Source: an optimization exercise on an open RTL-to-GDS flow (aim: small area, a short achievable clock period and few clock cycles). Production flows keep margins and buffers that such runs may drop. Function was checked by simulation only, so behaviour that the tests miss may differ from the original. No activity file was given, so power comes from the tool's default toggle rates.

## rev 12
==> flow/design.v (excerpt) <==
module wts_core (
    input  wire        clk,
    input  wire        rst,
    input  wire        cmd_valid,
    output wire        cmd_ready,
    input  wire [31:0] cmd,
    input  wire [31:0] dat,
    output reg         rsp_valid,
    output reg  [31:0] rsp_data,
    output reg         rsp_err,
    output reg  [3:0]  rsp_code,
    output wire        out_valid,
    input  wire        out_ready,
    output reg         out_kind,
    output reg  [1:0]  out_rg,
    output wire [31:0] out_word,
    output reg         out_eol,
    output wire        sb_req,
    input  wire        sb_ack,
    output wire [31:0] sb_addr,
    input  wire [7:0]  sb_rdata,
    output wire        busy
);
    localparam OP_NOP = 4'h0, OP_CLR = 4'h1, OP_WREG = 4'h2, OP_RREG = 4'h3,
               OP_SEG = 4'h4, OP_PADQ = 4'h5, OP_WCQ = 4'h6, OP_PCM = 4'h7,
               OP_MULAW = 4'h8, OP_ENCQ = 4'h9, OP_PUSHB = 4'hA, OP_PAD = 4'hB,
               OP_HDR = 4'hC, OP_REGION = 4'hD, OP_EXPORT = 4'hE;
    localparam [5:0] S_IDLE = 6'd0,  S_DEC = 6'd1,
                     S_G1 = 6'd2,  S_G2 = 6'd3,  S_G3 = 6'd4,  S_G4 = 6'd5,
                     S_G5 = 6'd6,  S_G6 = 6'd7,  S_G7 = 6'd8,  S_G8 = 6'd9,
                     S_G9 = 6'd10, S_G10 = 6'd11, S_G11 = 6'd12, S_GF = 6'd13,
                     S_WT1 = 6'd14, S_WT2 = 6'd15,
                     S_D1 = 6'd16, S_D2 = 6'd17, S_D3 = 6'd18, S_D3P = 6'd19,
                     S_D4 = 6'd20, S_D5 = 6'd21,
                     S_P1 = 6'd22, S_P2 = 6'd23,
                     S_R0 = 6'd24, S_R1 = 6'd25, S_R2 = 6'd26,
                     S_STR = 6'd27, S_PAD = 6'd28, S_FIN = 6'd29,
                     S_C0 = 6'd30, S_C1 = 6'd31, S_C2 = 6'd32, S_C3 = 6'd33,
                     S_C4 = 6'd34, S_C5 = 6'd35, S_GW = 6'd36,
                     S_EQ = 6'd37, S_RR = 6'd38, S_GX = 6'd39,
                     S_R0W = 6'd40, S_C0W = 6'd41, S_WT1W = 6'd42;
    reg        ctrl_mode, ctrl_force;
    reg [31:0] r_start, r_end, r_sloop, r_eloop, r_dur, r_ldur;    
    reg [7:2]  wv;                    
  ...
export LEC_CHECK = 0
export CAP_MARGIN = 20
export CORE_MARGIN = 2
export CORE_UTILIZATION = 60
export PLACE_DENSITY = 0.7
export SLEW_MARGIN = 20
export SETUP_SLACK_MARGIN = 6
export BUFFER_PORTS_ARGS = -buffer_cell sky130_fd_sc_hd__buf_2
create_clock -name core_clock -period 10.0 [get_ports {clk}]
standard.sh (not shown) runs the stock make flow with config.mk's settings and CLKGATE_MAP_FILE= SYNTH_SCRIPT=/design/flow/synth_recipe.tcl, a recipe that flattens the netlist after the stock synthesis.
==> flow/flow/run.sh <==
#!/bin/bash
set -euo pipefail
sed -i '/SETUP_SLACK_MARGIN/d; /BUFFER_PORTS_ARGS/d' config.mk
echo 'export SETUP_SLACK_MARGIN = 6' >> config.mk
echo 'export BUFFER_PORTS_ARGS = -buffer_cell sky130_fd_sc_hd__buf_2' >> config.mk
bash standard.sh > standard.log 2>&1
Testbench counts of rev 12, summed over its fixed seeds: cycles 99,941.
#### Input delta (rev 13 over rev 12)
--- a/flow/design.v
+++ b/flow/design.v
@@ -185,15 +185,13 @@
     end
     reg         asub_q;               
     wire [32:0] asum;
     wts_add32 u_add (.a(opa), .b(T), .ci(asub_q), .s(asum));
     wire        bo   = !asum[32];                   
     wire        big  = (asum[31:25] != 7'd0);       
-    reg         bo_q;                               
-    reg  [6:0]  hi_q;                               
-    wire        big_q = (hi_q != 7'd0);
+    reg         bo_q, big_q;                        
     wire [7:0]  mu;
     wts_mulaw u_mu (.x({rd_q, lo_q}), .code(mu));
     wire [7:0]  tag     = smode ? 8'h01 : 8'h81;
     wire        hdr_vis = segv && ok;
     wire [6:0]  npad1   = 7'd0 - T[6:0];            
     wire        wmode   = (op_q == OP_WCQ) ? ctrl_mode : smode;
@@ -464,20 +462,20 @@
             2'd1:    pb = lo_q;
             default: pb = mu_q;
         endcase
     end
     wire        close = (psh && (bcnt == 2'd3)) || pad_close;
     wire [7:0]  pbz   = pad_close ? 8'h00 : pb;
-    wire [31:0] t_oth  = ({32{t_dat}} & dat) |
+    wire [31:0] t_next = ({32{t_dat}} & dat) |
                          ({32{t_rv}}  & (opa ^ {32{t_inv}})) |
+                         ({32{t_sum}} & asum[31:0]) |
                          ({32{t_hs}}  & {(t_hstag ? tag : {7'd0, T[25]}), T[24:1]}) |
                          ({32{t_wd}}  & {pbz, acc}) |
                          ({32{t_wcf}} & wcf) |
                          ({32{t_np}}  & {25'd0, npad1}) |
                          ({32{t_mu}}  & {24'd0, mu_q});
-    wire [31:0] t_next = t_sum ? asum[31:0] : t_oth;
     always @(posedge clk) begin
         if (t_en) rsp_data <= t_next;
         if (rsp_go || wreg_en) begin
             rsp_err  <= rsp_e;
             rsp_code <= rsp_c;
         end
@@ -498,13 +496,13 @@
             wct_q <= c_wct;
         end
         sel <= (st == S_IDLE) ? (c_wct ? 6'h0B : c_der ? {3'b010, cmd[17:16], 1'b0} : cmd[21:16])
                               : sel_n;
         opa <= rv;
         bo_q  <= bo;
-        hi_q  <= asum[31:25];
+        big_q <= big;
         if (cur_ld) cur_rg <= cur_n;
         if (st == S_IDLE) dk <= {cmd[21], cmd[18]};
         else if (dk_ld)   dk <= bcnt;
         if (hdr_emit) begin
             out_kind <= 1'b1;
             out_rg   <= cur_rg;
==> run notes <==
Measured against each other, rev 12 and rev 13 differ in number of nets in the layout, the higher figure coming from rev 12. Run comparison: rev 12 end of the critical path opa[13]; rev 13 end of the critical path big_q. Rev 13 ended with less clock-buffer cell count than rev 12. Of rev 12 and rev 13, the higher setup slack belongs to rev 12. When the final numbers for rev 12 and rev 13 were put side by side, the number of multi-input combinational cells turned out to be smaller in rev 12. Compared with rev 12, the detailed router inserted fewer vias in rev 13. | fraction of area in multi-input gates | rev 12 vs rev 13 | ≈ equal |. Diff rev 12 -> rev 13: largest vdd supply drop now smaller; clock network fraction of total power now smaller; global-route wire length before repair now larger; clock buffer and inverter area fraction after layout now smaller. Of the two values seen for launch point of the critical path, rsp_data[2] was produced by rev 13 and op_q[0] by rev 12.
Testbench counts of rev 13, summed over its fixed seeds: cycles 99,941.

== oak ==
RTL: one of the versions met above, not the one the previous note started from.
Size in the first run: about 2600 cells after synthesis, ~480 flip-flops, ~27000 um2 of cells after synthesis.
export LEC_CHECK = 0
export CAP_MARGIN = 20
export CORE_MARGIN = 2
export CORE_UTILIZATION = 60
export PLACE_DENSITY = 0.7
export SLEW_MARGIN = 20
export SETUP_SLACK_MARGIN = 6
export BUFFER_PORTS_ARGS = -buffer_cell sky130_fd_sc_hd__buf_1
create_clock -name core_clock -period 10.0 [get_ports {clk}]
==> flow/flow/run.sh <==
#!/bin/bash
set -euo pipefail
sed -i '/SETUP_SLACK_MARGIN/d; /BUFFER_PORTS_ARGS/d' config.mk
echo 'export SETUP_SLACK_MARGIN = 6' >> config.mk
echo 'export BUFFER_PORTS_ARGS = -buffer_cell sky130_fd_sc_hd__buf_1' >> config.mk
bash standard.sh > standard.log 2>&1
Testbench counts of oak, summed over its fixed seeds: cycles 99,941.
Setup changes, oak to pine
--- a/flow/design.v
+++ b/flow/design.v
@@ -179,25 +179,27 @@
             6'h0D:        rv = {24'd0, {1'b0, npad2} + {6'd0, dk} + 8'd4};
             6'h11, 6'h12: rv = rvld ? {7'd0, qa, 1'b0} : 32'd0;
             6'h13, 6'h14: rv = rvld ? {6'd0, ql, 1'b0} : 32'd0;
             6'h15:        rv = rvld ? {5'd0, qd, 1'b0} : 32'd0;
             default:      rv = 32'd0;
         endcase
     end
     reg         asub_q;               
     wire [32:0] asum;
     wts_add32 u_add (.a(opa), .b(T), .ci(asub_q), .s(asum));
     wire        bo   = !asum[32];                   
     wire        big  = (asum[31:25] != 7'd0);       
-    reg         bo_q, big_q;                        
+    reg         bo_q;                               
+    reg  [6:0]  hi_q;                               
+    wire        big_q = (hi_q != 7'd0);
     wire [7:0]  mu;
     wts_mulaw u_mu (.x({rd_q, lo_q}), .code(mu));
     wire [7:0]  tag     = smode ? 8'h01 : 8'h81;
     wire        hdr_vis = segv && ok;
     wire [6:0]  npad1   = 7'd0 - T[6:0];            
     wire        wmode   = (op_q == OP_WCQ) ? ctrl_mode : smode;
     wire        wgate   = (op_q == OP_WCQ) || rvld;
     wire [31:0] wcf     = wmode ? {1'b0, cflag, T[31:7], 5'b00001} : {cflag, T[31:7], 6'b000001};
     wire [3:0]  code    = e_order   ? 4'd3 :
                           e_malf    ? 4'd4 :
                           e_len     ? 4'd5 :
                           e_looplen ? 4'd6 :
@@ -456,32 +458,32 @@
         if (rsp_go) st_n = S_IDLE;
     end
     reg  [7:0]  pb;
     always @* begin
         case (pbs)
             2'd0:    pb = rd_q;
             2'd1:    pb = lo_q;
             default: pb = mu_q;
         endcase
     end
     wire        close = (psh && (bcnt == 2'd3)) || pad_close;
     wire [7:0]  pbz   = pad_close ? 8'h00 : pb;
-    wire [31:0] t_next = ({32{t_dat}} & dat) |
+    wire [31:0] t_oth  = ({32{t_dat}} & dat) |
                          ({32{t_rv}}  & (opa ^ {32{t_inv}})) |
-                         ({32{t_sum}} & asum[31:0]) |
                          ({32{t_hs}}  & {(t_hstag ? tag : {7'd0, T[25]}), T[24:1]}) |
                          ({32{t_wd}}  & {pbz, acc}) |
                          ({32{t_wcf}} & wcf) |
                          ({32{t_np}}  & {25'd0, npad1}) |
                          ({32{t_mu}}  & {24'd0, mu_q});
+    wire [31:0] t_next = t_sum ? asum[31:0] : t_oth;
     always @(posedge clk) begin
         if (t_en) rsp_data <= t_next;
         if (rsp_go || wreg_en) begin
             rsp_err  <= rsp_e;
             rsp_code <= rsp_c;
         end
         if (cf_ld) cflag <= asum[32];
         if (wreg_en && (cmd[18:16] == 3'd2)) r_start <= dat;
         if (wreg_en && (cmd[18:16] == 3'd3)) r_end   <= dat;
         if (wreg_en && (cmd[18:16] == 3'd4)) r_sloop <= dat;
         if (wreg_en && (cmd[18:16] == 3'd5)) r_eloop <= dat;
         if (wreg_en && (cmd[18:16] == 3'd6)) r_dur   <= dat;
@@ -490,25 +492,25 @@
         if (ql_ld) ql <= asum[25:1];
         if (qd_ld) qd <= asum[26:1];
         if (st == S_IDLE) begin
             op_q  <= c_op;
             bad_q <= c_bad;
             der_q <= c_der;
             wct_q <= c_wct;
         end
         sel <= (st == S_IDLE) ? (c_wct ? 6'h0B : c_der ? {3'b010, cmd[17:16], 1'b0} : cmd[21:16])
                               : sel_n;
         opa <= rv;
         bo_q  <= bo;
-        big_q <= big;
+        hi_q  <= asum[31:25];
         if (cur_ld) cur_rg <= cur_n;
         if (st == S_IDLE) dk <= {cmd[21], cmd[18]};
         else if (dk_ld)   dk <= bcnt;
         if (hdr_emit) begin
             out_kind <= 1'b1;
             out_rg   <= cur_rg;
             out_eol  <= 1'b0;
         end else if (close) begin
             out_kind <= 1'b0;
             out_rg   <= 2'd0;
             out_eol  <= (lcnt == 3'd7);
         end
==> comparison <==
- Sort pine and oak by first-iteration DRC count, ascending, and pine comes first.
- Relative to oak, die outline height increased by about 0.35% in pine.
- pine ends up with higher clock net sink count than oak does.
- Compared with oak, area after synthesis in pine increased slightly.
- pine vs oak on via count: pine is the higher one.
- Run comparison: oak timing startpoint of the critical path cmd[11]; pine timing startpoint of the critical path st[4]$_SDFFE_PP0P_
- Compared to oak, pine has power spent charging and discharging nets 1.9% higher.
- pine vs oak: horizontal die dimension up in pine
- Sequential cell count delta for pine relative to oak: about 1.3% higher
- Setup slack: pine less than oak
- Via density per instance, pine and oak: higher on pine
Testbench counts of pine, summed over its fixed seeds: cycles 99,941.

==> what the ideal ports hide <==
In the flow no input, the clock included, has a driving cell. The finished layouts below were timed again as built, in two steps. Step 1: set_driving_cell puts a clkbuf_16 on clk and a buf_2 on each other input, an assumption about the parent block. Step 2 adds t to the input delays and takes it off the output delays; t is the mean of the earliest and latest rising clock arrival at the registers after step 1. Input paths then give back, and output paths get back, about the clock's delay inside the block. Slacks: no drivers / after step 1 / after step 2; pairs: no drivers / after step 1.
run | shift t [ns] | setup slack, ns | worst register clock-pin slew, ns
rev 12 | 0.693 | 5.925 / 5.925 / 5.314 | 0.07 / 0.07
rev 13 | 0.679 | 5.801 / 5.801 / 5.290 | 0.07 / 0.07
oak | 0.679 | 5.919 / 5.955 / 5.276 | 0.08 / 0.08
pine | 0.686 | 5.899 / 5.899 / 5.378 | 0.07 / 0.07
After both steps every run listed still meets setup and hold. The setup slack of oak, which loses most, moves by +0.036 ns with the drivers and by -0.643 ns with both steps.
